This design comes from an exercise in tuning for small area, a short achievable clock period and few clock cycles on the open sky130 flow, not from production work. The RTL was checked by simulation tests, not by an equivalence proof against the original design. Power and IR drop assume default switching activity.

## flow/design.v

```verilog
module rio_fbdec (
    input  wire         clk,
    input  wire         rst,         
    input  wire         in_valid,
    output wire         in_ready,
    input  wire         fb_type,     
    input  wire [31:0]  raw,         
    input  wire [127:0] scale,       
    output reg          out_valid,
    output wire [127:0] pos_fb,      
    output reg  [63:0]  count,       
    output reg  [31:0]  old_count    
);
    localparam S_IDLE  = 3'd0;
    localparam S_PREP  = 3'd1;
    localparam S_PREP2 = 3'd2;
    localparam S_DIV   = 3'd3;
    localparam S_FIN   = 3'd4;
    function automatic [128:0] bk_carry128(input [127:0] a, input [127:0] b, input cin);
        reg [127:0] g, p;
        integer i, l;
        begin
            g = a & b;
            p = a ^ b;
            g[0] = g[0] | (p[0] & cin);
            for (l = 1; l < 128; l = l * 2)
                for (i = 2 * l - 1; i < 128; i = i + 2 * l) begin
                    g[i] = g[i] | (p[i] & g[i - l]);
                    p[i] = p[i] & p[i - l];
                end
            for (l = 32; l >= 1; l = l / 2)
                for (i = 3 * l - 1; i < 128; i = i + 2 * l) begin
                    g[i] = g[i] | (p[i] & g[i - l]);
                    p[i] = p[i] & p[i - l];
                end
            bk_carry128 = {g, cin};
        end
    endfunction
    function automatic [64:0] bk_carry64(input [63:0] a, input [63:0] b, input cin);
        reg [63:0] g, p;
        integer i, l;
        begin
            g = a & b;
            p = a ^ b;
            g[0] = g[0] | (p[0] & cin);
            for (l = 1; l < 64; l = l * 2)
                for (i = 2 * l - 1; i < 64; i = i + 2 * l) begin
                    g[i] = g[i] | (p[i] & g[i - l]);
                    p[i] = p[i] & p[i - l];
                end
            for (l = 16; l >= 1; l = l / 2)
                for (i = 3 * l - 1; i < 64; i = i + 2 * l) begin
                    g[i] = g[i] | (p[i] & g[i - l]);
                    p[i] = p[i] & p[i - l];
                end
            bk_carry64 = {g, cin};
        end
    endfunction
    function automatic [127:0] bk_below128(input [127:0] x);
        reg [127:0] p;
        integer i, l;
        begin
            p = x;
            for (l = 1; l < 128; l = l * 2)
                for (i = 2 * l - 1; i < 128; i = i + 2 * l)
                    p[i] = p[i] | p[i - l];
            for (l = 32; l >= 1; l = l / 2)
                for (i = 3 * l - 1; i < 128; i = i + 2 * l)
                    p[i] = p[i] | p[i - l];
            bk_below128 = {p[126:0], 1'b0};
        end
    endfunction
    reg [2:0]   state;
    reg [7:0]   left;        
    reg         first;       
    reg         started;     
    reg         typ;         
    reg         dsign;       
    reg [127:0] dreg;        
    reg [126:0] rem;         
    reg [127:0] q;           
    reg         neg;         
    reg         shin_r;      
    assign pos_fb = q;
    assign in_ready = (state == S_IDLE) || (state == S_FIN);
    wire accept = in_valid && in_ready;
    wire [31:0]  opnd  = rem[31:0];
    wire [63:0]  add_b = {{32{opnd[31]}}, opnd};
    wire [64:0]  add_c = bk_carry64(count, add_b, 1'b0);
    wire [63:0]  sum   = count ^ add_b ^ add_c[63:0];
    wire [62:0]  m     = typ ? (count[62:0] ^ {63{count[63]}})     
                             : {31'd0, opnd};
    wire         dzero = ~dsign && (dreg == 128'd0);
    wire         shin   = shin_r;
    wire [127:0] rem_sh = {rem, shin};
    wire [127:0] nd     = ~dreg;
    wire [128:0] tc     = bk_carry128(rem_sh, nd, ~dsign);
    wire [126:0] trial  = rem_sh[126:0] ^ nd[126:0] ^ tc[126:0];
    wire         qbit   = tc[128];
    wire [127:0] remx = {1'b0, rem};
    wire [31:0]  rnz, dnz;
    genvar g;
    generate
        for (g = 0; g < 32; g = g + 1) begin : g_nz
            assign rnz[g] = |remx[4*g+3:4*g];
            assign dnz[g] = |dreg[4*g+3:4*g];
        end
    endgenerate
    wire [34:0] dab;         
    assign dab[34:32] = 3'b000;
    generate
        for (g = 31; g >= 0; g = g - 1) begin : g_dab
            assign dab[g] = dab[g+1] | dnz[g];
        end
    endgenerate
    wire skip_ok = ~|(rnz & ~dab[34:3]);
    wire skip = !started && skip_ok && (left > 8'd8);
    wire [127:0] qfin = q ^ ({128{neg}} & bk_below128(q));
    always @(posedge clk) begin
        if (rst) begin
            state     <= S_IDLE;
            out_valid <= 1'b0;
            count     <= 64'd0;
            old_count <= 32'd0;
            q         <= 128'd0;
        end else begin
            out_valid <= 1'b0;
            case (state)
                S_PREP: begin
                    if (typ) begin
                        count     <= sum;
                        old_count <= rem[63:32];
                    end
                    dreg[64] <= dreg[64] | dzero;
                    state    <= S_PREP2;
                end
                S_PREP2: begin
                    rem      <= {64'd0, m};
                    neg      <= (typ ? count[63] : rem[63]) ^ dsign;
                    shin_r   <= typ;
                    q        <= 128'd0;
                    left     <= 8'd127;
                    first    <= 1'b1;
                    started  <= 1'b0;
                    state    <= S_DIV;
                end
                S_DIV: begin
                    first  <= 1'b0;
                    shin_r <= 1'b0;
                    if (first) begin
                        rem <= rem_sh[126:0];
                        if (qbit) begin
                            q     <= {neg, {127{~neg}}};
                            state <= S_FIN;
                        end
                    end else if (skip) begin
                        rem  <= {rem[118:0], 8'd0};
                        left <= left - 8'd8;
                    end else begin
                        rem     <= qbit ? trial : rem_sh[126:0];
                        q       <= {q[126:0], qbit};
                        started <= started | qbit;
                        left    <= left - 8'd1;
                        if (left == 8'd1)
                            state <= S_FIN;
                    end
                end
                S_FIN: begin
                    q         <= qfin;
                    out_valid <= 1'b1;
                    state     <= S_IDLE;
                end
                default: state <= S_IDLE;
            endcase
            if (in_ready) begin
                dreg       <= scale ^ {128{scale[127]}};
                dsign      <= scale[127];
                typ        <= fb_type;
                rem[31:0]  <= fb_type ? raw - old_count : (raw[31] ? 32'd0 - raw : raw);
                rem[63:32] <= raw;
            end
            if (accept)
                state <= S_PREP;
        end
    end
endmodule
```

## flow/run.sh

```bash
#!/bin/bash
# synth_recipe.tcl (not shown) runs the flow's synth.tcl, then flattens the netlist and writes it again
# the make line also repeats each setting of config.mk as NAME=value (left out here)
make -C /OpenROAD-flow-scripts/flow DESIGN_CONFIG=/design/flow/config.mk WORK_HOME=/design/flow/orfs CLKGATE_MAP_FILE= SYNTH_SCRIPT=/design/flow/synth_recipe.tcl finish
```

## flow/config.mk

```make
export PLATFORM = sky130hd
export DESIGN_NAME = rio_fbdec
export DESIGN_NICKNAME = rio_fbdec
export VERILOG_FILES = /design/flow/design.v
export SDC_FILE = /design/flow/constraint.sdc
export NUM_CORES = 4
export LEC_CHECK = 0
export CAP_MARGIN = 20
export CORE_MARGIN = 2
export CORE_UTILIZATION = 40
export SETUP_SLACK_MARGIN = 4
export SLEW_MARGIN = 20
```

## flow/constraint.sdc

```tcl
create_clock -name core_clock -period 8.0 [get_ports {clk}]
set_input_delay 1.6000 -clock core_clock [delete_from_list [all_inputs] [get_ports {clk}]]
set_output_delay 1.6000 -clock core_clock [all_outputs]
set_load 0.01 [all_outputs]
```

==> results of run 1 <==
where the power goes:
group | switching, mW | leakage (nW) | internal (mW)
registers | 0.327 | 4.38 | 2.96
clock network | 1.22 | 0.997 | 1.65
logic | 2.12 | 14.4 | 1.78
total | 3.67 | 19.8 | 6.39
cell families (layout without fill, tap and decap cells):
| family | after synthesis | after routing | synth area share [%] |
|---|---|---|---|
| buf+inv | 567 | 1120 | 5.66 |
| flops | 496 | 496 | 33.4 |
| fa+ha+maj | 319 | 319 | 12.5 |
| mux | 32 | 32 | 0.918 |
| other cells | 0 | 7 | 0 |
| compound gates | 1520 | 1522 | 25.4 |
| simple gates | 1115 | 1124 | 14.0 |
| xor+xnor | 351 | 351 | 8.14 |
final cells by class:
cell class	instances	area (um^2)
Fill cell	8388	42300
Timing Repair Buffer	716	7730
Clock inverter	20	188
Clock buffer	92	1820
Multi-Input combinational cell	3348	26100
Antenna cell	7	17.5
Inverter	292	1100
Tap cell	1254	1570
Sequential cell	496	12600
stage by stage:
step	cells	power (mW)	cell area, um^2	hold slack, ns	utilization, %
global placement	5823	6.12	43100	0.464	46.1
finish	6225	10.1	51200	0.490	54.7
CTS	6139	9.63	48900	0.486	52.4
global route	6219	10.5	51100	0.504	54.7
detailed placement	5823	6.14	43100	0.475	46.1
floorplan	4400	5.14	38500	0.492	-
how the worst max path moves through the flow:
stage	slack [ns]	from	to	depth (start not counted)
2_1_floorplan	2.97	rem[31]	rem[94]	16
3_3_place_gp	2.18	raw[0]	rem[30]	15
3_5_place_dp	2.09	rem[2]	rem[20]	13
4_1_cts	3.54	dreg[0]	rem[122]	19
5_1_grt	3.35	dreg[0]	rem[79]	21
6_report	3.53	rem[33]	rem[94]	16
layout by cell type (no fill, tap or decap), drive strengths merged, types with 86 or more instances in the layout:
cell and n:
inv 295, a211oi 89, a221oi 86, clkdlybuf4s50 370, dfxtp 228, clkbuf 101, ha 222, xnor2 130
o21ai 486, fa 97, nand2 382, nor2 290, xor2 221, a21oi 377, edfxtp 268, buf 320
layer usage:
layer / routed length [um] / vias to the layer above / share of wire (%) / global-route usage [%]
li1: - / 17232 / - / -
met1: 60800 / 18358 / 38 / 39.1
met2: 73800 / 1856 / 47 / 50.7
met3: 13700 / 457 / 8.7 / 5.42
met4: 9860 / 14 / 6.2 / 16.1
met5: 78 / - / 0.049 / 0
worst max-delay path, delay by kind of cell, from the launching register on:
family                   cells  cell delay, ns
flip-flops                   1            0.56
AO/OA/AOI/OAI                7            0.98
AND/OR/NAND/NOR              7            1.72
adder cells (fa/ha/maj)      2            0.89
sequential cells by signal, indices dropped and copies added (netlist names), 3 cells and up:
register,cells
count,64
dreg,127
left,8
old_count,32
q,128
rem,127
state,3
repair_timing:
action                     CTS  global route
resized for setup          417           324
setup endpoints to repair  281           278
cloned                      33            10
setup buffers              171            67
pin swaps                  178           185
==> results.py, run 1 <==
metrics = {
    "global_route": {
        "grt_overflow_total": 0,
        "grt_pass1_vias": 35881,
        "grt_max_degree": 115,
        "antenna_found_initial": 12,
        "grt_usage_pct": 31.0,
        "grt_pass1_wl_mm": 232,
    },
    "floorplan": {
        "io-pin-count": 390,
        "fp-row-count": 112,
        "dieArea_um2": 96900,
        "fp.dieW_um": 311,
        "die_h_um": 311,
        "core_area_um2": 93500,
        "start_util_pct": 40.4,
    },
    "clock_network": {
        "clockRootBuffer": "clkbuf_16",
        "clk_latency_ns": 0.66,
        "htree_levels": 2,
        "cts-buffers-inserted": 60,
        "max-clock-path-buffers": 3,
        "clock_sinks": 496,
        "holdBufCountCts": 0,
        "cts.clk_slew.worst_paths_ns": 0.06,
        "tritoncts": "built",
    },
    "route": {
        "drt_pass1_iterations": 8,
        "ant_nets": 0,
        "drtIter0Drc": 4048,
        "drc": 0,
        "wl_per_cell_um": 25.4,
        "vias_per_cell": 6.09,
        "wirelength_mm": 158,
        "vias": 37917,
    },
    "worst_setup_path": {
        "critPathArrivalTime_ns": 4.84,
        "rr_worst_depth": 16,
        "end_kind": "flop",
        "cp-start-kind": "flop",
        "r2r_slack_ns": 3.53,
        "cpMostUsedCell": "o31ai_4",
        "timing.rr.start": "rem[33]",
        "path_cells": "ha_4, nand4_1, or4_4, or2_4, nor2b_1, o31ai_4, nand2_4, and3_4, a21oi_4, o31ai_4, a21oi_2, o21ba_4, fa_2, nand3_1, o21ai_1, a221oi_2",
        "cpPeakStageDelay_ns": 0.56,
        "r2r_end": "rem[94]",
        "worstPathMaxFanout": 6,
        "worstSetupPathType": "reg2reg",
        "cp_data_required_time_ns": 8.37,
        "slowest_stage": "edfxtp_1",
    },
    "yosys": {
        "synthFlopType": "edfxtp_1",
        "synth_cell_type_count": 83,
        "synth-warning-count": 1,
        "ys_ff_latch": 496,
        "synth-edff-count": 268,
        "yosysTopAreaCellShare_pct": 21.3,
        "synth_commonest_cells": "o21ai_0, a21oi_1, nand2_1, nor2_1, inv_1",
        "postSynthNetCount": 4883,
        "synth.avg_cell_area_um2": 8.58,
        "yosysMostFrequentCell": "o21ai_0",
        "ys_seq_area_share_pct": 33.4,
        "synth_area_leader_cell": "edfxtp_1",
        "postSynth.asyncResetShare_pct": 0,
        "netlist_instances": 4400,
        "post_synth_main_area_contributors": "edfxtp_1, dfxtp_1, ha_1, o21ai_0, fa_1",
        "netlist_area_um2": 37800,
    },
    "timing": {
        "finalCritPeriodShare_pct": 55.9,
        "fin_crit_ns": 4.47,
        "slew_viol_final": 0,
        "setup_ws_ns": 3.53,
        "final-setup-viol-count": 0,
        "setup_tns_ns": 0,
        "worstMarginPinSlew_ns": 1.11,
        "hold_violations": 0,
        "max_slew_margin_pct": 26.2,
        "fin_worst_skew_ns": 0.0162,
        "timing.fmax_mhz": 224,
        "rsz0062_at_grt": "true",
    },
    "pwr": {
        "vdd_drop_max_uv": 161,
        "p_leak_nw": 19.8,
        "powerDensity_nw_per_um2": 197,
    },
    "placement": {
        "dp_hpwl_mm": 102,
        "post-place-ws_ns": 2.09,
        "gp_congestion": 0.939,
        "port_buffers": 389,
    },
    "final_layout": {
        "drive_gt1_share_pct": 19.5,
        "num-nets-final": 5397,
        "syn_to_final_growth_pct": 35.5,
    },
    "min_path": {
        "hold_start": "old_count[9]",
        "whs_endpoint": "old_count[9]",
        "min_path_type": "reg2reg",
        "min_path_cells": 2,
    },
    "run": {
        "maxCapViolCount": 0,
    },
    "run_status": {
        "status": "no timing/DRC/antenna violations",
    },
}
Testbench counts, summed over its fixed seeds: cycles 36,487.
==> run 2, diff against run 1 <==
--- a/flow/design.v
+++ b/flow/design.v
@@ -72,14 +72,14 @@
     endfunction
     reg [2:0]   state;
     reg [7:0]   left;        
-    reg         first;       
-    reg         started;     
+    reg         skipping;    
     reg         typ;         
     reg         dsign;       
     reg [127:0] dreg;        
-    reg [126:0] rem;         
+    reg [127:0] rem;         
     reg [127:0] q;           
     reg         neg;         
+    reg         sat;         
     reg         shin_r;      
     assign pos_fb = q;
     assign in_ready = (state == S_IDLE) || (state == S_FIN);
@@ -91,13 +91,13 @@
     wire [62:0]  m     = typ ? (count[62:0] ^ {63{count[63]}})     
                              : {31'd0, opnd};
     wire         dzero = ~dsign && (dreg == 128'd0);
-    wire         shin   = shin_r;
-    wire [127:0] rem_sh = {rem, shin};
-    wire [127:0] nd     = ~dreg;
-    wire [128:0] tc     = bk_carry128(rem_sh, nd, ~dsign);
-    wire [126:0] trial  = rem_sh[126:0] ^ nd[126:0] ^ tc[126:0];
-    wire         qbit   = tc[128];
-    wire [127:0] remx = {1'b0, rem};
+    wire         rneg   = rem[127];
+    wire [127:0] rem_sh = {rem[126:0], shin_r};
+    wire [127:0] opd    = dreg ^ {128{~rneg}};
+    wire [128:0] tc     = bk_carry128(rem_sh, opd, dsign ^ ~rneg);
+    wire [127:0] rnew   = rem_sh ^ opd ^ tc[127:0];
+    wire         qbit   = ~rnew[127];
+    wire [127:0] remx = rem_sh;
     wire [31:0]  rnz, dnz;
     genvar g;
     generate
@@ -114,7 +114,7 @@
         end
     endgenerate
     wire skip_ok = ~|(rnz & ~dab[34:3]);
-    wire skip = !started && skip_ok && (left > 8'd8);
+    wire skip = skipping && skip_ok && (left > 8'd8);
     wire [127:0] qfin = q ^ ({128{neg}} & bk_below128(q));
     always @(posedge clk) begin
         if (rst) begin
@@ -135,38 +135,34 @@
                     state    <= S_PREP2;
                 end
                 S_PREP2: begin
-                    rem      <= {64'd0, m};
+                    rem      <= {65'd0, m};
                     neg      <= (typ ? count[63] : rem[63]) ^ dsign;
                     shin_r   <= typ;
                     q        <= 128'd0;
-                    left     <= 8'd127;
-                    first    <= 1'b1;
-                    started  <= 1'b0;
+                    left     <= 8'd128;
+                    skipping <= 1'b1;
+                    sat      <= 1'b0;
                     state    <= S_DIV;
                 end
                 S_DIV: begin
-                    first  <= 1'b0;
                     shin_r <= 1'b0;
-                    if (first) begin
-                        rem <= rem_sh[126:0];
-                        if (qbit) begin
-                            q     <= {neg, {127{~neg}}};
-                            state <= S_FIN;
-                        end
+                    if (sat) begin
+                        state <= S_FIN;
                     end else if (skip) begin
-                        rem  <= {rem[118:0], 8'd0};
+                        rem  <= {rem[118:0], shin_r, 7'd0};
                         left <= left - 8'd8;
                     end else begin
-                        rem     <= qbit ? trial : rem_sh[126:0];
-                        q       <= {q[126:0], qbit};
-                        started <= started | qbit;
-                        left    <= left - 8'd1;
+                        rem      <= rnew;
+                        q        <= {q[126:0], qbit};
+                        skipping <= 1'b0;
+                        left     <= left - 8'd1;
+                        sat      <= left[7] & qbit;
                         if (left == 8'd1)
                             state <= S_FIN;
                     end
                 end
                 S_FIN: begin
-                    q         <= qfin;
+                    q         <= sat ? {neg, {127{~neg}}} : qfin;
                     out_valid <= 1'b1;
                     state     <= S_IDLE;
                 end
==> run 2 against run 1 <==
Clock power grew 2%; sequential cell count rose by 1; worst hold slack worse by 0.0065 ns; core utilization down 3.0 points; register-to-register slack worse by 0.44 ns; final area down 5.8%; sequential share of layout area is 1.6 points higher; combinational power increased by 1%; first-iteration DRC count fell by 15%; synthesized area decreased by 0.77%.
==> results.py, run 2 <==
metrics = {
    "run_status": {
        "status": "no timing/DRC/antenna violations",
    },
    "timing": {
        "worstMarginPinSlew_ns": 1.17,
        "finalCritPeriodShare_pct": 61.4,
        "fin_crit_ns": 4.91,
        "final-setup-viol-count": 0,
        "slew_viol_final": 0,
        "setup_tns_ns": 0,
        "fin_worst_skew_ns": 0.0412,
        "rsz0062_at_grt": "true",
        "timing.fmax_mhz": 204,
        "hold_violations": 0,
        "setup_ws_ns": 3.09,
        "max_slew_margin_pct": 21.8,
        "hold_ws_ns": 0.483,
    },
    "placement": {
        "gp_congestion": 0.912,
        "post-place-ws_ns": 2.27,
        "dp_hpwl_mm": 90.5,
        "place_area_um2": 42700,
        "placed_cells": 5682,
        "port_buffers": 389,
    },
    "worst_setup_path": {
        "worstSetupPathType": "reg2reg",
        "path_cells": "buf_12, xnor2_4, fa_2, fa_2, a211oi_2, o21ai_2, o21ai_2, nand2_2, a21boi_4, o21ai_4, o211a_1, o31a_1, o41ai_2, buf_4, buf_6, buf_6, buf_6, buf_6, buf_6, buf_6, fa_2, a211oi_2",
        "cp_data_required_time_ns": 8.48,
        "critPathArrivalTime_ns": 5.39,
        "cpMostUsedCell": "buf_6",
        "slowest_stage": "edfxtp_1",
        "worstPathMaxFanout": 8,
        "r2r_slack_ns": 3.09,
        "end_kind": "flop",
        "cp-start-kind": "flop",
        "cpPeakStageDelay_ns": 0.47,
    },
    "floorplan": {
        "start_util_pct": 40.3,
        "io-pin-count": 390,
        "fp-row-count": 112,
        "core_area_um2": 93000,
        "die_h_um": 310,
        "dieArea_um2": 96100,
        "fp.dieW_um": 310,
    },
    "route": {
        "wl_per_cell_um": 22.8,
        "ant_nets": 0,
        "drt_pass1_iterations": 5,
        "vias": 35117,
        "vias_per_cell": 5.88,
        "drtIter0Drc": 3435,
        "wirelength_mm": 136,
        "drc": 0,
    },
    "global_route": {
        "antenna_found_initial": 4,
        "grt_overflow_total": 0,
        "grt_max_degree": 90,
        "grt_usage_pct": 27.2,
        "grt_pass1_wl_mm": 203,
        "grt_pass1_vias": 33175,
    },
    "pwr": {
        "internal-power_mw": 6.57,
        "clkPwrFrac_pct": 28.2,
        "p_leak_nw": 17.9,
        "vdd_drop_max_uv": 168,
        "power.total_mw": 10.4,
        "combPwrFrac_pct": 37.9,
        "swShare_pct": 36.8,
        "powerDensity_nw_per_um2": 216,
        "pwr-share-seq_pct": 33.9,
        "switchingPower_mw": 3.83,
    },
    "clock_network": {
        "clock_sinks": 497,
        "clockRootBuffer": "clkbuf_16",
        "tritoncts": "built",
        "holdBufCountCts": 0,
        "htree_levels": 2,
        "max-clock-path-buffers": 3,
        "cts.clk_slew.worst_paths_ns": 0.06,
        "clk_latency_ns": 0.68,
        "cts-buffers-inserted": 61,
    },
    "yosys": {
        "synth_area_leader_cell": "edfxtp_1",
        "post_synth_main_area_contributors": "edfxtp_1, dfxtp_1, ha_1, xnor2_1, fa_1",
        "synth_cell_type_count": 80,
        "synth-edff-count": 269,
        "netlist_instances": 4283,
        "synth_commonest_cells": "nor2_1, a21oi_1, xnor2_1, nand2_1, edfxtp_1",
        "postSynth.asyncResetShare_pct": 0,
        "synthFlopType": "edfxtp_1",
        "synth-warning-count": 1,
        "ys_ff_latch": 497,
        "yosysMostFrequentCell": "nor2_1",
        "ys_seq_area_share_pct": 33.7,
        "netlist_area_um2": 37500,
        "postSynthNetCount": 4766,
        "yosysTopAreaCellShare_pct": 21.6,
        "synth.avg_cell_area_um2": 8.75,
    },
    "final_layout": {
        "design_area_um2": 48200,
        "num-nets-final": 5147,
        "top_regs": "q x128, rem x128, dreg x127",
        "drive_gt1_share_pct": 15.5,
        "instances_no_fill": 5973,
        "layout_commonest_cell": "nor2_1",
        "syn_to_final_growth_pct": 28.5,
        "final_cell_mix": "nor2_1, clkdlybuf4s50_1, a21oi_1",
        "utilization_pct": 51.8,
    },
    "run": {
        "maxCapViolCount": 0,
    },
    "min_path": {
        "min_path_type": "reg2reg",
    },
}
==> run 2: cell types whose count changed in the layout (fill, tap and decap cells not counted), sizes merged, moves of 26 or more <==
| cell | change |
|---|---|
| buf | -106 |
| nand2 | -94 |
| a32o | -28 |
| nor2 | +151 |
| xnor2 | +175 |
| o31ai | -57 |
| inv | -80 |
| a221o | +26 |
| o21ai | -244 |
| xor2 | -51 |
| a221oi | +34 |
| o311ai | +39 |
| nand3 | -39 |
| nor3 | +111 |
==> run 2: final timing paths <==
path / startpoint / endpoint / cells after the start
setup / recovery: rem[127] / rem[122] / 22
hold / removal: old_count[4] / old_count[4] / 2
setup reg to reg: rem[127] / rem[122] / 22
hold reg to reg: old_count[4] / old_count[4] / 2
==> run 2: power groups by stage <==
stage / Clock [mW] / Sequential, mW / Combinational [mW]
6_report: 2.94 / 3.52 / 3.94
5_1_grt: 3.09 / 3.56 / 4.32
4_1_cts: 3.00 / 3.50 / 3.67
3_5_place_dp: 0 / 3.55 / 3.36
3_3_place_gp: 0 / 3.55 / 3.32
2_1_floorplan: 0 / 3.42 / 2.31
==> run 2: timing repair <==
action	in CTS	in global routing
resized for setup	245	189
cloned	13	1
pin swaps	144	151
endpoints found under the setup margin	357	333
buffers inserted	105	54
==> run 2: routing by layer <==
| layer | routed length [um] | global-route usage (%) | vias to the layer above |
|---|---|---|---|
| li1 | - | - | 16393 |
| met1 | 58000 | 37.1 | 17026 |
| met2 | 62400 | 43.3 | 1413 |
| met3 | 10200 | 4.31 | 283 |
| met4 | 5440 | 10.7 | 2 |
| met5 | 20 | 0 | - |
==> run 2: critical path: cells and delay by family, from the launching register on <==
family,cells,cell delay (ns)
adders and majority gates,3,1.14
and+or+nand+nor,1,0.11
xor gates and xnor gates,1,0.12
AOI/OAI and AO/OA,9,2.02
buffers and inverters,8,0.84
DFF,1,0.47
==> run 2: kinds of logic after synthesis <==
| family | Yosys count | synth area share [%] |
|---|---|---|
| AND/OR/NAND/NOR | 1243 | 15.6 |
| AO/OA/AOI/OAI | 1239 | 21.6 |
| buffers and inverters | 503 | 5.13 |
| flip-flops | 497 | 33.7 |
| XOR/XNOR | 475 | 11.1 |
| adder cells (fa/ha/maj) | 319 | 12.6 |
| multiplexers | 7 | 0.190 |
==> run 2: area by class of cell <==
class | instances | area (um^2)
clock inverter | 27 | 297
tap | 1254 | 1570
timing repair buffer | 602 | 5980
sequential | 497 | 12700
clock buffer | 88 | 1800
multi-input combinational | 3288 | 25100
fill | 8656 | 44900
antenna | 3 | 7.51
inverter | 214 | 808
Testbench counts of run 2, summed over its fixed seeds: cycles 36,487.
==> run 3, diff against run 2 <==
--- a/flow/design.v
+++ b/flow/design.v
@@ -16,24 +16,24 @@
     localparam S_PREP2 = 3'd2;
     localparam S_DIV   = 3'd3;
     localparam S_FIN   = 3'd4;
-    function automatic [128:0] bk_carry128(input [127:0] a, input [127:0] b, input cin);
-        reg [127:0] g, p;
+    function automatic [130:0] bk_carry130(input [129:0] a, input [129:0] b, input cin);
+        reg [129:0] g, p;
         integer i, l;
         begin
             g = a & b;
             p = a ^ b;
             g[0] = g[0] | (p[0] & cin);
-            for (l = 1; l < 128; l = l * 2)
-                for (i = 2 * l - 1; i < 128; i = i + 2 * l) begin
+            for (l = 1; l < 130; l = l * 2)
+                for (i = 2 * l - 1; i < 130; i = i + 2 * l) begin
                     g[i] = g[i] | (p[i] & g[i - l]);
                     p[i] = p[i] & p[i - l];
                 end
-            for (l = 32; l >= 1; l = l / 2)
-                for (i = 3 * l - 1; i < 128; i = i + 2 * l) begin
+            for (l = 64; l >= 1; l = l / 2)
+                for (i = 3 * l - 1; i < 130; i = i + 2 * l) begin
                     g[i] = g[i] | (p[i] & g[i - l]);
                     p[i] = p[i] & p[i - l];
                 end
-            bk_carry128 = {g, cin};
+            bk_carry130 = {g, cin};
         end
     endfunction
     function automatic [64:0] bk_carry64(input [63:0] a, input [63:0] b, input cin);
@@ -72,14 +72,15 @@
     endfunction
     reg [2:0]   state;
     reg [7:0]   left;        
-    reg         skipping;    
+    reg         first;       
+    reg         started;     
     reg         typ;         
     reg         dsign;       
     reg [127:0] dreg;        
-    reg [127:0] rem;         
+    reg [129:0] t3;          
+    reg [126:0] rem;         
     reg [127:0] q;           
     reg         neg;         
-    reg         sat;         
     reg         shin_r;      
     assign pos_fb = q;
     assign in_ready = (state == S_IDLE) || (state == S_FIN);
@@ -91,13 +92,27 @@
     wire [62:0]  m     = typ ? (count[62:0] ^ {63{count[63]}})     
                              : {31'd0, opnd};
     wire         dzero = ~dsign && (dreg == 128'd0);
-    wire         rneg   = rem[127];
-    wire [127:0] rem_sh = {rem[126:0], shin_r};
-    wire [127:0] opd    = dreg ^ {128{~rneg}};
-    wire [128:0] tc     = bk_carry128(rem_sh, opd, dsign ^ ~rneg);
-    wire [127:0] rnew   = rem_sh ^ opd ^ tc[127:0];
-    wire         qbit   = ~rnew[127];
-    wire [127:0] remx = rem_sh;
+    wire [129:0] t3a   = {2'b00, dreg};
+    wire [129:0] t3b   = {1'b0, dreg, dsign};
+    wire [130:0] t3c   = bk_carry130(t3a, t3b, dsign);
+    wire [129:0] t3sum = t3a ^ t3b ^ t3c[129:0];
+    wire [129:0] x4  = {1'b0, rem, shin_r, 1'b0};        
+    wire [129:0] nd1 = {2'b11, ~dreg};                    
+    wire [129:0] nd2 = {1'b1, ~dreg, ~dsign};             
+    wire [129:0] nd3 = ~t3;                               
+    wire [130:0] c1  = bk_carry130(x4, nd1, ~dsign);
+    wire [130:0] c2  = bk_carry130(x4, nd2, ~dsign);
+    wire [130:0] c3  = bk_carry130(x4, nd3, ~dsign);
+    wire [126:0] s1  = x4[126:0] ^ nd1[126:0] ^ c1[126:0];
+    wire [126:0] s2  = x4[126:0] ^ nd2[126:0] ^ c2[126:0];
+    wire [126:0] s3  = x4[126:0] ^ nd3[126:0] ^ c3[126:0];
+    wire         ge1 = c1[130];
+    wire         ge2 = c2[130];
+    wire         ge3 = c3[130];
+    wire         qh  = ge2;                   
+    wire         ql  = ge2 ? ge3 : ge1;       
+    wire [126:0] rnext = ge2 ? (ge3 ? s3 : s2) : (ge1 ? s1 : x4[126:0]);
+    wire [127:0] remx = {1'b0, rem};
     wire [31:0]  rnz, dnz;
     genvar g;
     generate
@@ -114,7 +129,7 @@
         end
     endgenerate
     wire skip_ok = ~|(rnz & ~dab[34:3]);
-    wire skip = skipping && skip_ok && (left > 8'd8);
+    wire skip = !started && skip_ok && (left > 8'd8);
     wire [127:0] qfin = q ^ ({128{neg}} & bk_below128(q));
     always @(posedge clk) begin
         if (rst) begin
@@ -135,34 +150,36 @@
                     state    <= S_PREP2;
                 end
                 S_PREP2: begin
-                    rem      <= {65'd0, m};
+                    rem      <= {64'd0, m};
+                    t3       <= t3sum;
                     neg      <= (typ ? count[63] : rem[63]) ^ dsign;
                     shin_r   <= typ;
                     q        <= 128'd0;
                     left     <= 8'd128;
-                    skipping <= 1'b1;
-                    sat      <= 1'b0;
+                    first    <= 1'b1;
+                    started  <= 1'b0;
                     state    <= S_DIV;
                 end
                 S_DIV: begin
+                    first  <= 1'b0;
                     shin_r <= 1'b0;
-                    if (sat) begin
+                    if (first && qh) begin
+                        q     <= {neg, {127{~neg}}};
                         state <= S_FIN;
-                    end else if (skip) begin
-                        rem  <= {rem[118:0], shin_r, 7'd0};
+                    end else if (!first && skip) begin
+                        rem  <= {rem[118:0], 8'd0};
                         left <= left - 8'd8;
                     end else begin
-                        rem      <= rnew;
-                        q        <= {q[126:0], qbit};
-                        skipping <= 1'b0;
-                        left     <= left - 8'd1;
-                        sat      <= left[7] & qbit;
-                        if (left == 8'd1)
+                        rem     <= rnext;
+                        q       <= {q[125:0], qh, ql};
+                        started <= started | qh | ql;
+                        left    <= left - 8'd2;
+                        if (left == 8'd2)
                             state <= S_FIN;
                     end
                 end
                 S_FIN: begin
-                    q         <= sat ? {neg, {127{~neg}}} : qfin;
+                    q         <= qfin;
                     out_valid <= 1'b1;
                     state     <= S_IDLE;
                 end
==> run 3 against run 2 <==
Sequential power increased by 22%; sequential share of layout area decreased by 5.3 points; combinational power increased by 79%; cell count increased by 57%; register-to-register slack got worse by 0.23 ns; still clean on timing, DRC and antenna; sequential cell count increased by 127; die area increased by 56%; non-clock buffer count increased by 412; first-iteration DRC count increased by 90%; setup slack got worse by 0.23 ns; global-route usage increased by 5.3 points.
==> results.py, run 3 <==
metrics = {
    "global_route": {
        "grt_max_degree": 131,
        "grt_pass1_wl_mm": 370,
        "grt_overflow_total": 0,
        "grt_pass1_vias": 55373,
        "antenna_found_initial": 16,
        "grt_usage_pct": 32.5,
    },
    "final_layout": {
        "largest_reg_flops": 129,
        "top_regs": "t3 x129, q x128",
        "num-nets-final": 8511,
        "layout_commonest_cell": "ha_1",
        "syn_to_final_growth_pct": 33.2,
        "design_area_um2": 78500,
        "multi_input_area_um2": 43300,
        "num-fill-cells": 12910,
        "regArea_um2": 16500,
        "top_register": "t3",
        "drive_gt1_share_pct": 19.2,
        "final_cell_mix": "ha_1, nand2_1, inv_1",
    },
    "floorplan": {
        "core_area_um2": 146000,
        "fp.dieW_um": 388,
        "die_h_um": 388,
        "fp-row-count": 140,
        "io-pin-count": 390,
        "start_util_pct": 40.4,
        "dieArea_um2": 150000,
    },
    "clock_network": {
        "max-clock-path-buffers": 3,
        "clockRootBuffer": "clkbuf_16",
        "cts-buffers-inserted": 85,
        "holdBufCountCts": 0,
        "clock_sinks": 624,
        "tritoncts": "built",
        "clk_latency_ns": 0.77,
        "cts.clk_slew.worst_paths_ns": 0.06,
        "htree_levels": 3,
    },
    "yosys": {
        "post_synth_main_area_contributors": "edfxtp_1, ha_1, fa_1, dfxtp_1, xor2_1",
        "synth_xor_area_share_pct": 8.05,
        "synth_area_leader_cell": "edfxtp_1",
        "synth-compound-area-share_pct": 21.6,
        "ys_seq_area_share_pct": 27.9,
        "synthAdderAreaFrac_pct": 23.9,
        "synth_commonest_cells": "ha_1, nand2_1, o21ai_0, a21oi_1, inv_1",
        "synthSimpleGateAreaFrac_pct": 12.6,
        "synth_cell_type_count": 77,
        "synth.avg_cell_area_um2": 9.03,
        "yosysTopAreaCellShare_pct": 20.2,
        "synth-warning-count": 1,
        "ys_ff_latch": 624,
        "synth_top_family_by_area": "adder cells",
        "yosysMostFrequentCell": "ha_1",
        "netlist_instances": 6529,
        "postSynthNetCount": 7646,
        "netlist_area_um2": 58900,
        "synth-edff-count": 396,
        "muxShareOfSynthArea_pct": 1.18,
        "synthFlopType": "edfxtp_1",
        "postSynth.asyncResetShare_pct": 0,
    },
    "worst_setup_path": {
        "worstPathMaxFanout": 7,
        "critPathArrivalTime_ns": 5.65,
        "worstSetupPathType": "reg2reg",
        "endpoint": "rem[118]",
        "r2r_end": "rem[118]",
        "end_kind": "flop",
        "timing.rr.start": "rem[42]",
        "cp-start-kind": "flop",
        "cp_data_required_time_ns": 8.51,
        "crit_start": "rem[42]",
        "rr_worst_depth": 18,
        "r2r_slack_ns": 2.86,
    },
    "pwr": {
        "combPwrFrac_pct": 45.6,
        "swShare_pct": 40.2,
        "internal-power_mw": 9.28,
        "switchingPower_mw": 6.23,
        "vdd_drop_max_uv": 168,
        "pwr-share-seq_pct": 27.6,
        "p_leak_nw": 33.2,
        "powerDensity_nw_per_um2": 197,
        "clkPwrFrac_pct": 26.8,
    },
    "run": {
        "maxCapViolCount": 0,
    },
    "timing": {
        "max_slew_margin_pct": 7.72,
        "hold_violations": 0,
        "rsz0062_at_grt": "true",
        "worstMarginPinSlew_ns": 1.38,
        "fin_crit_ns": 5.14,
        "fin_worst_skew_ns": 0.0807,
        "slew_viol_final": 0,
        "finalCritPeriodShare_pct": 64.2,
        "timing.fmax_mhz": 195,
        "setup_tns_ns": 0,
        "final-setup-viol-count": 0,
        "hold_ws_ns": 0.488,
    },
    "route": {
        "wirelength_mm": 256,
        "vias": 57591,
        "drtIter0Drc": 6522,
        "drc": 0,
        "top_layer_used": "met5",
        "ant_nets": 0,
        "vias_per_cell": 6.13,
        "met3_wirelength_mm": 27.5,
        "wl_per_cell_um": 27.3,
        "wl_met2_mm": 109,
        "drt_pass1_iterations": 8,
        "met1Wirelength_mm": 105,
    },
    "placement": {
        "place_area_um2": 65100,
        "dp_hpwl_mm": 169,
        "gp_congestion": 1.01,
        "port_buffers": 389,
    },
    "run_status": {
        "status": "no timing/DRC/antenna violations",
    },
    "min_path": {
        "min_path_type": "reg2reg",
    },
}
run 3: cell count changes after synthesis, sizes merged, moves of 124 or more:
cell and change:
nand2 +325, o21ai +282, edfxtp +127, inv +288, a21oi +124, xor2 +155, a21o +197, fa +188
nor3 -126, ha +446
run 3: worst min-delay path by stage:
| stage | start | endpoint | slack (ns) | depth (start not counted) |
|---|---|---|---|---|
| 2_1_floorplan | old_count[10] | old_count[10] | 0.49 | 2 |
| 3_3_place_gp | old_count[11] | old_count[11] | 0.47 | 2 |
| 3_5_place_dp | old_count[11] | old_count[11] | 0.48 | 2 |
| 4_1_cts | old_count[11] | old_count[11] | 0.49 | 2 |
| 5_1_grt | old_count[2] | old_count[2] | 0.52 | 2 |
| 6_report | old_count[11] | old_count[11] | 0.49 | 2 |
run 3: logic make-up after synthesis:
group / Yosys count
buffers and inverters: 756
DFF: 624
adders and majority gates: 953
muxes: 69
AOI/OAI and AO/OA: 2007
and+or+nand+nor: 1578
xor gates and xnor gates: 542
run 3: final cells by class:
class	instances	share of cell area [%]
Timing Repair Buffer	1014	14.6
Clock buffer	113	3.01
Clock inverter	45	0.806
Sequential cell	624	21.0
Antenna cell	10	0.0319
Inverter	505	2.42
Multi-Input combinational cell	5164	55.1
Tap cell	1917	3.05
run 3: power groups by stage:
| stage | Sequential [mW] | Combinational [mW] | Clock, mW |
|---|---|---|---|
| 2_1_floorplan | 4.20 | 3.63 | 0 |
| 3_5_place_dp | 4.42 | 5.25 | 0 |
| 3_3_place_gp | 4.42 | 5.21 | 0 |
| 4_1_cts | 4.27 | 6.48 | 4.20 |
| 6_report | 4.28 | 7.06 | 4.16 |
| 5_1_grt | 4.30 | 7.58 | 4.31 |
run 3: timing repair:
action,4_1_cts,5_1_grt
buffers inserted,350,149
setup endpoints to repair,612,551
gates resized for setup,938,241
gates cloned,70,9
pin swaps,304,215
run 3: critical path, cell delays in order (launching register included):
cell      delay (ns)
edfxtp_1        0.55
ha_1            0.37
nand4_1         0.18
or3_4           0.48
nor2_4          0.15
nand2_2         0.07
or4_4           0.42
a211o_4         0.32
a2111o_1        0.45
nand2_2         0.14
nand2b_4        0.08
o41a_1          0.37
o21bai_1        0.21
a21oi_2         0.10
o21ba_4         0.20
fa_2            0.52
mux2i_1         0.06
a22oi_1         0.16
nand2_1         0.07
run 3: per-layer routing:
layer	vias up	track usage, %
met3	719	7.70
li1	25464	-
met5	-	0
met2	3297	48.5
met1	28101	43.9
met4	10	16.5
run 3: metrics by stage:
step | worst slack [ns] | util (%) | total power, mW | instances
global placement | 0.756 | 44.6 | 9.62 | 8644
CTS | 2.85 | 52.1 | 15.0 | 9223
detailed placement | 1.36 | 44.6 | 9.67 | 8645
global route | 2.81 | 53.8 | 16.2 | 9388
finish | 2.86 | 53.8 | 15.5 | 9392
floorplan | 2.39 | - | 7.84 | 6529
Testbench counts of run 3, summed over its fixed seeds: cycles 19,976.
==> run 4, diff against run 3 <==
--- a/flow/design.v
+++ b/flow/design.v
@@ -81,6 +81,7 @@
     reg [126:0] rem;         
     reg [127:0] q;           
     reg         neg;         
+    reg         sat;         
     reg         shin_r;      
     assign pos_fb = q;
     assign in_ready = (state == S_IDLE) || (state == S_FIN);
@@ -157,14 +158,16 @@
                     q        <= 128'd0;
                     left     <= 8'd128;
                     first    <= 1'b1;
+                    sat      <= 1'b0;
                     started  <= 1'b0;
                     state    <= S_DIV;
                 end
                 S_DIV: begin
                     first  <= 1'b0;
                     shin_r <= 1'b0;
-                    if (first && qh) begin
-                        q     <= {neg, {127{~neg}}};
+                    if (first)
+                        sat <= qh;
+                    if (sat) begin
                         state <= S_FIN;
                     end else if (!first && skip) begin
                         rem  <= {rem[118:0], 8'd0};
@@ -179,7 +182,7 @@
                     end
                 end
                 S_FIN: begin
-                    q         <= qfin;
+                    q         <= sat ? {neg, {127{~neg}}} : qfin;
                     out_valid <= 1'b1;
                     state     <= S_IDLE;
                 end
--- a/flow/config.mk
+++ b/flow/config.mk
@@ -5,8 +5,9 @@
 export SDC_FILE = /design/flow/constraint.sdc
 export NUM_CORES = 4
 export LEC_CHECK = 0
+export ABC_AREA = 1
 export CAP_MARGIN = 20
 export CORE_MARGIN = 2
-export CORE_UTILIZATION = 40
+export CORE_UTILIZATION = 60
 export SETUP_SLACK_MARGIN = 4
 export SLEW_MARGIN = 20
==> run 4 against run 3 <==
Cell count is 3.8% higher; synthesized cell count is 18% higher; maximum frequency is 21% higher; via count is 7.3% higher; critical path depth is 9 higher; global-route usage is 11 points higher; core utilization is 20 points higher; combinational power is 14% lower; total power is 8.7% lower; wire length is 4.6% lower; largest cell class unchanged.
==> results.py, run 4 <==
metrics = {
    "timing": {
        "fin_crit_ns": 4.24,
        "final-setup-viol-count": 0,
        "max_slew_margin_pct": 19.7,
        "setup_ws_ns": 3.76,
        "finalCritPeriodShare_pct": 53.0,
        "setup_tns_ns": 0,
        "worstMarginPinSlew_ns": 1.20,
        "fin_worst_skew_ns": 0.0450,
        "hold_violations": 0,
        "hold_ws_ns": 0.488,
        "rsz0062_at_grt": "true",
        "slew_viol_final": 0,
        "timing.fmax_mhz": 236,
    },
    "final_layout": {
        "num-nets-final": 9434,
        "final_cell_mix": "nand2_1, inv_1, ha_1",
        "top_regs": "t3 x129, q x128",
        "top_register": "t3",
        "drive_gt1_share_pct": 13.3,
        "instances_no_fill": 9751,
        "layout_commonest_cell": "nand2_1",
        "syn_to_final_growth_pct": 22.7,
        "largest_reg_flops": 129,
    },
    "pwr": {
        "p_leak_nw": 34.5,
        "powerDensity_nw_per_um2": 189,
        "power.total_mw": 14.1,
        "vdd_drop_max_uv": 149,
    },
    "worst_setup_path": {
        "end_kind": "flop",
        "r2r_slack_ns": 3.76,
        "timing.rr.start": "dsign",
        "r2r_end": "rem[55]",
        "rr_worst_depth": 27,
        "cp-start-kind": "flop",
        "cp_data_required_time_ns": 8.44,
        "worstSetupPathType": "reg2reg",
        "worstPathMaxFanout": 4,
        "critPathArrivalTime_ns": 4.68,
    },
    "route": {
        "wl_per_cell_um": 25.1,
        "vias_per_cell": 6.34,
        "ant_nets": 0,
        "drc": 0,
        "drtIter0Drc": 7919,
        "vias": 61788,
        "wirelength_mm": 244,
        "drt_pass1_iterations": 10,
    },
    "min_path": {
        "min_path_cells": 2,
        "whs_endpoint": "old_count[9]",
        "hold_start": "old_count[9]",
        "min_path_type": "reg2reg",
    },
    "floorplan": {
        "fp.dieW_um": 323,
        "die_h_um": 323,
        "core_area_um2": 101000,
        "start_util_pct": 60.2,
        "fp-row-count": 117,
        "dieArea_um2": 104000,
        "io-pin-count": 390,
    },
    "yosys": {
        "yosysTopAreaCellShare_pct": 19.5,
        "netlist_instances": 7684,
        "synth_area_leader_cell": "edfxtp_1",
        "yosysMostFrequentCell": "nand2_1",
        "postSynth.asyncResetShare_pct": 0,
        "synth_commonest_cells": "nand2_1, inv_1, a21oi_1, ha_1, nor2_1",
        "ys_ff_latch": 625,
        "post_synth_main_area_contributors": "edfxtp_1, ha_1, fa_1, nand2_1, dfxtp_1",
        "synth_cell_type_count": 68,
        "netlist_area_um2": 61100,
        "synth-warning-count": 1,
        "synth-edff-count": 397,
        "ys_seq_area_share_pct": 27.0,
        "synth.avg_cell_area_um2": 7.95,
        "postSynthNetCount": 8801,
        "synthFlopType": "edfxtp_1",
    },
    "global_route": {
        "grt_max_degree": 131,
        "grt_overflow_total": 0,
        "grt_pass1_vias": 57693,
        "grt_pass1_wl_mm": 345,
        "antenna_found_initial": 8,
        "grt_usage_pct": 43.4,
    },
    "clock_network": {
        "holdBufCountCts": 0,
        "cts.clk_slew.worst_paths_ns": 0.06,
        "tritoncts": "built",
        "clockRootBuffer": "clkbuf_16",
        "clock_sinks": 625,
        "htree_levels": 3,
        "clk_latency_ns": 0.73,
        "cts-buffers-inserted": 78,
        "max-clock-path-buffers": 3,
    },
    "placement": {
        "port_buffers": 389,
        "dp_hpwl_mm": 157,
        "post-place-ws_ns": 1.96,
        "gp_congestion": 1.03,
        "placed_cells": 9192,
    },
    "run": {
        "maxCapViolCount": 0,
    },
    "run_status": {
        "status": "no timing/DRC/antenna violations",
    },
}
run 4: cells by family (layout without fill, tap and decap cells):
kind of cell	count (synthesis)	in the layout	share of synthesized area (%)
AO/OA/AOI/OAI	1677	1678	15.6
XOR/XNOR	517	517	7.41
adder cells (fa/ha/maj)	953	953	23.0
buffers and inverters	1249	1940	7.93
flip-flops	625	625	27.0
other	0	3	0
AND/OR/NAND/NOR	2663	2667	19.0
run 4: stage by stage:
| step | utilization [%] | area [um^2] |
|---|---|---|
| floorplan | - | 61500 |
| global placement | 65.3 | 66200 |
| detailed placement | 65.3 | 66200 |
| CTS | 70.6 | 71600 |
| global route | 73.9 | 75000 |
| finish | 73.9 | 75000 |
run 4: layer usage:
| metal | vias to the layer above | global-route usage, % | wire, um |
|---|---|---|---|
| met3 | 1265 | 8.77 | 28500 |
| met4 | 10 | 33.2 | 24900 |
| met5 | - | 0 | 128 |
| met2 | 4196 | 67.9 | 106000 |
| met1 | 28886 | 52.9 | 85400 |
| li1 | 27431 | - | - |
run 4: cell type report:
type	count	area (um^2)
Antenna cell	3	7.51
Sequential cell	625	16500
Timing Repair inverter	4	42.5
Fill cell	7639	26400
Clock buffer	92	2100
Inverter	950	3650
Timing Repair Buffer	843	8280
Clock inverter	51	592
Multi-Input combinational cell	5815	42100
Tap cell	1368	1710
run 4: worst max-delay path by stage:
| stage | end | from | slack (ns) | depth (start not counted) |
|---|---|---|---|---|
| after detailed placement | rem[26] | dsign | 1.96 | 24 |
| after global placement | rem[26] | dreg[15] | 2.06 | 21 |
| after CTS | rem[63] | dsign | 3.90 | 28 |
| after global routing | rem[63] | dreg[7] | 3.74 | 25 |
| after floorplan | rem[32] | rst | 2.70 | 4 |
| final | rem[55] | dsign | 3.76 | 27 |
run 4: critical path, cell delays in order (launching register included):
cell      delay [ns]
edfxtp_1        0.46
inv_2           0.18
ha_4            0.15
inv_2           0.04
fa_2            0.38
inv_2           0.07
nand3_2         0.08
nand2_2         0.11
nand2_4         0.06
nand2_4         0.08
nand2_4         0.07
nand2_8         0.09
nand2_4         0.06
nand2_4         0.11
nand2_2         0.06
inv_2           0.08
a21oi_4         0.08
inv_2           0.13
buf_6           0.12
buf_6           0.11
a21oi_4         0.05
o211a_1         0.26
fa_2            0.42
xnor2_2         0.17
nand2_1         0.07
nand4_1         0.24
nand2_1         0.14
a21oi_1         0.06
run 4: timing repair:
| action | in CTS | in global routing |
|---|---|---|
| pin swaps | 50 | 128 |
| cloned | 19 | 25 |
| buffers inserted | 158 | 211 |
| setup endpoints to repair | 406 | 300 |
| gates resized for setup | 268 | 317 |
run 4: report_power, final:
group          switching, mW  leakage, nW  internal [mW]
sequential             0.397         5.58           3.80
clock                   1.63         1.30           2.22
combinational           3.70         27.7           2.39
total                   5.73         34.5           8.42
Testbench counts of run 4, summed over its fixed seeds: cycles 19,976.
==> run 5, diff against run 4 <==
--- a/flow/design.v
+++ b/flow/design.v
@@ -83,6 +83,7 @@
     reg         neg;         
     reg         sat;         
     reg         shin_r;      
+    reg         shin_0;      
     assign pos_fb = q;
     assign in_ready = (state == S_IDLE) || (state == S_FIN);
     wire accept = in_valid && in_ready;
@@ -91,20 +92,17 @@
     wire [64:0]  add_c = bk_carry64(count, add_b, 1'b0);
     wire [63:0]  sum   = count ^ add_b ^ add_c[63:0];
     wire [62:0]  m     = typ ? (count[62:0] ^ {63{count[63]}})     
-                             : {31'd0, opnd};
+                             : {31'd0, t3[31:0]};
     wire         dzero = ~dsign && (dreg == 128'd0);
-    wire [129:0] t3a   = {2'b00, dreg};
-    wire [129:0] t3b   = {1'b0, dreg, dsign};
-    wire [130:0] t3c   = bk_carry130(t3a, t3b, dsign);
-    wire [129:0] t3sum = t3a ^ t3b ^ t3c[129:0];
-    wire [129:0] x4  = {1'b0, rem, shin_r, 1'b0};        
+    wire [127:0] dguard = {dreg[127:65], dreg[64] | dzero, dreg[63:0]};
+    wire [129:0] x4  = {1'b0, rem, shin_r, shin_0};      
     wire [129:0] nd1 = {2'b11, ~dreg};                    
     wire [129:0] nd2 = {1'b1, ~dreg, ~dsign};             
     wire [129:0] nd3 = ~t3;                               
     wire [130:0] c1  = bk_carry130(x4, nd1, ~dsign);
     wire [130:0] c2  = bk_carry130(x4, nd2, ~dsign);
     wire [130:0] c3  = bk_carry130(x4, nd3, ~dsign);
-    wire [126:0] s1  = x4[126:0] ^ nd1[126:0] ^ c1[126:0];
+    wire [129:0] s1  = x4 ^ nd1 ^ c1[129:0];
     wire [126:0] s2  = x4[126:0] ^ nd2[126:0] ^ c2[126:0];
     wire [126:0] s3  = x4[126:0] ^ nd3[126:0] ^ c3[126:0];
     wire         ge1 = c1[130];
@@ -112,7 +110,7 @@
     wire         ge3 = c3[130];
     wire         qh  = ge2;                   
     wire         ql  = ge2 ? ge3 : ge1;       
-    wire [126:0] rnext = ge2 ? (ge3 ? s3 : s2) : (ge1 ? s1 : x4[126:0]);
+    wire [126:0] rnext = ge2 ? (ge3 ? s3 : s2) : (ge1 ? s1[126:0] : x4[126:0]);
     wire [127:0] remx = {1'b0, rem};
     wire [31:0]  rnz, dnz;
     genvar g;
@@ -148,13 +146,18 @@
                         old_count <= rem[63:32];
                     end
                     dreg[64] <= dreg[64] | dzero;
+                    rem      <= dguard[126:0];
+                    shin_r   <= dsign;
+                    shin_0   <= dsign;
+                    t3[32:0] <= {rem[63], rem[31:0]};       
                     state    <= S_PREP2;
                 end
                 S_PREP2: begin
                     rem      <= {64'd0, m};
-                    t3       <= t3sum;
-                    neg      <= (typ ? count[63] : rem[63]) ^ dsign;
+                    t3       <= s1;
+                    neg      <= (typ ? count[63] : t3[32]) ^ dsign;
                     shin_r   <= typ;
+                    shin_0   <= 1'b0;
                     q        <= 128'd0;
                     left     <= 8'd128;
                     first    <= 1'b1;
==> flow/flow/run.sh (new file) <==
#!/bin/bash
# The standard layout, except that the port buffers (one on every input
# and output port, as the standard flow inserts) use the smallest buffer cell
# instead of the delay buffer buffer_ports picks by default; repair_design
# and repair_timing still resize them where timing needs it.
# The make output goes to layout.log; ORFS keeps each step's log under orfs/logs.
set -euo pipefail
export BUFFER_PORTS_ARGS="-buffer_cell sky130_fd_sc_hd__buf_1"
bash standard.sh finish > layout.log 2>&1
==> flow/standard.sh (new file) <==
#!/bin/bash
# synth_recipe.tcl (not shown) runs the flow's synth.tcl, then flattens the netlist and writes it again
# the make line also repeats each setting of config.mk as NAME=value (left out here)
make -C /OpenROAD-flow-scripts/flow DESIGN_CONFIG=/design/flow/config.mk WORK_HOME=/design/flow/orfs CLKGATE_MAP_FILE= SYNTH_SCRIPT=/design/flow/synth_recipe.tcl "${@:-finish}"
removed: flow/run.sh
==> run 5 against run 4 <==
Still clean; total power is 4.4% lower; via count is 2.8% lower; combinational power is about 10% lower; non-clock buffer count is 84 lower; maximum frequency is 3.6% lower; clock skew is 0.0073 ns lower; setup slack worse by 0.16 ns; sequential share of layout area is 2.2 points higher; die area is 5.3% lower; final area is 8.8% lower; critical path depth stayed put; cell count is 3.0% lower.
==> results.py, run 5 <==
metrics = {
    "run_status": {
        "status": "no timing/DRC/antenna violations",
    },
    "global_route": {
        "grt_overflow_total": 0,
        "grt_pass1_vias": 55630,
        "grt_max_degree": 136,
        "grt_pass1_wl_mm": 338,
        "grt_usage_pct": 44.8,
        "antenna_found_initial": 14,
    },
    "timing": {
        "slew_viol_final": 0,
        "max_slew_margin_pct": 21.8,
        "setup_ws_ns": 3.61,
        "hold_ws_ns": 0.500,
        "final-setup-viol-count": 0,
        "hold_violations": 0,
        "fin_crit_ns": 4.39,
        "worstMarginPinSlew_ns": 1.17,
        "fin_worst_skew_ns": 0.0377,
        "finalCritPeriodShare_pct": 54.9,
        "setup_tns_ns": 0,
        "rsz0062_at_grt": "true",
        "timing.fmax_mhz": 228,
    },
    "route": {
        "wirelength_mm": 232,
        "wl_per_cell_um": 24.6,
        "drtIter0Drc": 8043,
        "drc": 0,
        "ant_nets": 0,
        "drt_pass1_iterations": 9,
        "vias_per_cell": 6.35,
        "vias": 60041,
    },
    "yosys": {
        "ys_seq_area_share_pct": 28.6,
        "synth.avg_cell_area_um2": 7.59,
        "synth-warning-count": 1,
        "synth-edff-count": 399,
        "synthFlopType": "edfxtp_1",
        "postSynth.asyncResetShare_pct": 0,
        "postSynthNetCount": 8483,
        "synth_commonest_cells": "nand2_1, inv_1, a21oi_1, nor2_1, o21ai_0",
        "netlist_area_um2": 57800,
        "ys_ff_latch": 627,
        "yosysTopAreaCellShare_pct": 20.7,
        "post_synth_main_area_contributors": "edfxtp_1, ha_1, nand2_1, dfxtp_1, fa_1",
        "netlist_instances": 7617,
        "yosysMostFrequentCell": "nand2_1",
        "synth_cell_type_count": 70,
        "synth_area_leader_cell": "edfxtp_1",
    },
    "final_layout": {
        "top_register": "t3",
        "largest_reg_flops": 130,
        "layout_commonest_cell": "nand2_1",
        "top_regs": "t3 x130, q x128",
        "final_cell_mix": "nand2_1, inv_1, a21oi_1",
        "utilization_pct": 71.8,
        "num-fill-cells": 7674,
        "num-nets-final": 8990,
        "drive_gt1_share_pct": 12.0,
        "syn_to_final_growth_pct": 18.3,
    },
    "clock_network": {
        "cts.clk_slew.worst_paths_ns": 0.07,
        "clk_latency_ns": 0.70,
        "htree_levels": 3,
        "clockRootBuffer": "clkbuf_16",
        "tritoncts": "built",
        "cts-buffers-inserted": 77,
        "clock_sinks": 627,
        "max-clock-path-buffers": 3,
    },
    "placement": {
        "port_buffers": 389,
        "dp_hpwl_mm": 149,
        "post-place-ws_ns": 1.85,
        "gp_congestion": 1.01,
    },
    "worst_setup_path": {
        "timing.rr.start": "dsign",
        "cp_data_required_time_ns": 8.45,
        "cp-start-kind": "flop",
        "r2r_slack_ns": 3.61,
        "critPathArrivalTime_ns": 4.85,
        "end_kind": "flop",
        "r2r_end": "rem[79]",
        "worstPathMaxFanout": 6,
        "worstSetupPathType": "reg2reg",
        "rr_worst_depth": 27,
    },
    "run": {
        "maxCapViolCount": 0,
    },
    "floorplan": {
        "die_h_um": 314,
        "fp-row-count": 113,
        "start_util_pct": 60.7,
        "dieArea_um2": 98900,
        "core_area_um2": 95300,
        "io-pin-count": 390,
        "fp.dieW_um": 314,
    },
    "min_path": {
        "hold_start": "q[32]",
        "min_path_cells": 2,
        "whs_endpoint": "q[32]",
        "min_path_type": "reg2reg",
    },
    "pwr": {
        "powerDensity_nw_per_um2": 198,
        "vdd_drop_max_uv": 168,
        "p_leak_nw": 30.5,
    },
}
run 5: cell count changes after synthesis, moves of 59 or more:
cell	before	now
o21ai_0	492	551
nor2_1	530	592
fa_1	286	225
nand4_1	179	97
xnor2_1	142	81
ha_1	667	477
nand2_1	1291	1477
inv_1	934	872
run 5: routing by layer:
metal,vias to the layer above,wire length [um],part of all wire (%),track usage [%]
met5,-,108,0.046,0
met4,16,17000,7.3,26.1
met3,1015,30700,13,13.6
met2,4118,99000,43,67.3
met1,28077,85500,37,57.2
li1,26815,-,-,-
run 5: metrics by stage:
stage,instances,cell area (um^2),total power [mW]
3_5_place_dp,8990,60000,8.69
5_1_grt,9457,68400,14.1
4_1_cts,9329,66300,13.0
3_3_place_gp,8990,60000,8.60
6_report,9462,68400,13.5
2_1_floorplan,7617,58000,7.36
run 5: cells by family (layout without fill, tap and decap cells):
family | after synthesis | count (layout) | share of synthesized area [%]
and+or+nand+nor | 2859 | 2865 | 21.1
AOI/OAI and AO/OA | 1737 | 1737 | 16.9
buffers and inverters | 1246 | 1811 | 8.51
adders and majority gates | 702 | 702 | 18.1
DFF | 627 | 627 | 28.6
xor gates and xnor gates | 440 | 440 | 6.67
muxes | 6 | 6 | 0.104
other | 0 | 9 | 0
run 5: worst max-delay path, stage by stage (launching register included):
cell and delay (ns):
edfxtp_1 0.41, inv_4 0.07, buf_12 0.13, buf_6 0.11, ha_4 0.14, or2_4 0.26, fa_2 0.36, nand3_2 0.08
nand3_2 0.08, nand2_2 0.08, nand2_4 0.07, nand2_4 0.09, nand2_4 0.08, nand2_4 0.10, nand2_8 0.08, nand2_4 0.12
nand2_8 0.10, a21oi_1 0.36, nor2_1 0.07, nor2_1 0.20, inv_1 0.07, a31oi_1 0.24, fa_1 0.25, xnor2_1 0.07
o21ai_0 0.29, o21ai_1 0.12, nand3_1 0.09, nand2_1 0.06
run 5: final cells by class:
type	instances	area [um^2]	area share, %
timing repair buffer	759	5500	8.04
antenna	9	22.5	0.0329
inverter	901	3490	5.10
tap	1265	1580	2.31
multi-input combinational	5750	38500	56.3
timing repair inverter	8	111	0.163
sequential	627	16500	24.2
clock buffer	98	2080	3.04
clock inverter	45	593	0.867
run 5: worst max-delay path by stage:
stage	start	to	slack, ns	cells past startpoint
after floorplan	rem[31]	rem[92]	3.34	25
after global placement	dsign	rem[59]	1.97	31
after detailed placement	dsign	rem[61]	1.85	31
after CTS	dsign	rem[37]	3.70	32
after global routing	dsign	rem[94]	3.50	29
final	dsign	rem[79]	3.61	27
run 5: power by group:
part | switching [mW] | total, mW | internal (mW)
Sequential | 0.388 | 4.20 | 3.81
Combinational | 3.40 | 5.48 | 2.08
Clock | 1.62 | 3.84 | 2.21
run 5: what timing repair did:
| action | CTS | global route |
|---|---|---|
| hold buffers | 0 | 0 |
| resized for setup | 416 | 244 |
| pin swaps | 155 | 186 |
| setup buffers | 159 | 113 |
| cloned | 37 | 10 |
| setup endpoints to repair | 390 | 309 |
Testbench counts of run 5, summed over its fixed seeds: cycles 19,976.

## separate check: timing with driven ports
Ports are ideal in the flow. The routed layouts listed here were re-timed in OpenROAD. Step 1 (the two cells are an assumption about what drives the block):
set clk [get_ports {clk}]
set_driving_cell -lib_cell sky130_fd_sc_hd__clkbuf_16 $clk
set_driving_cell -lib_cell sky130_fd_sc_hd__buf_2 [delete_from_list [all_inputs] $clk]
Step 2, shift: input delay + t, output delay - t, t = (earliest + latest rising clock arrival at the registers) / 2. This alone moves slack from input paths to output paths. Three values: ideal, step 1, step 2; two values: the first two.
run	shift t [ns]	setup slack, ns	worst setup path after step 2	slew at the worst register clock pin (ns)
run 1	0.728	3.529 / 3.529 / 3.166	input to register	0.07 / 0.07
run 2	0.734	3.091 / 3.091 / 3.052	input to register	0.07 / 0.07
run 3	0.806	2.864 / 2.864 / 2.280	input to register	0.07 / 0.07
run 4	0.789	3.763 / 3.763 / 3.274	input to register	0.07 / 0.07
run 5	0.768	3.607 / 3.607 / 3.007	input to register	0.07 / 0.07
After both steps setup and hold are still met in every run listed. For run 5, which loses most, drivers alone change the setup slack by 0.000 ns; drivers and shift together by -0.600 ns.
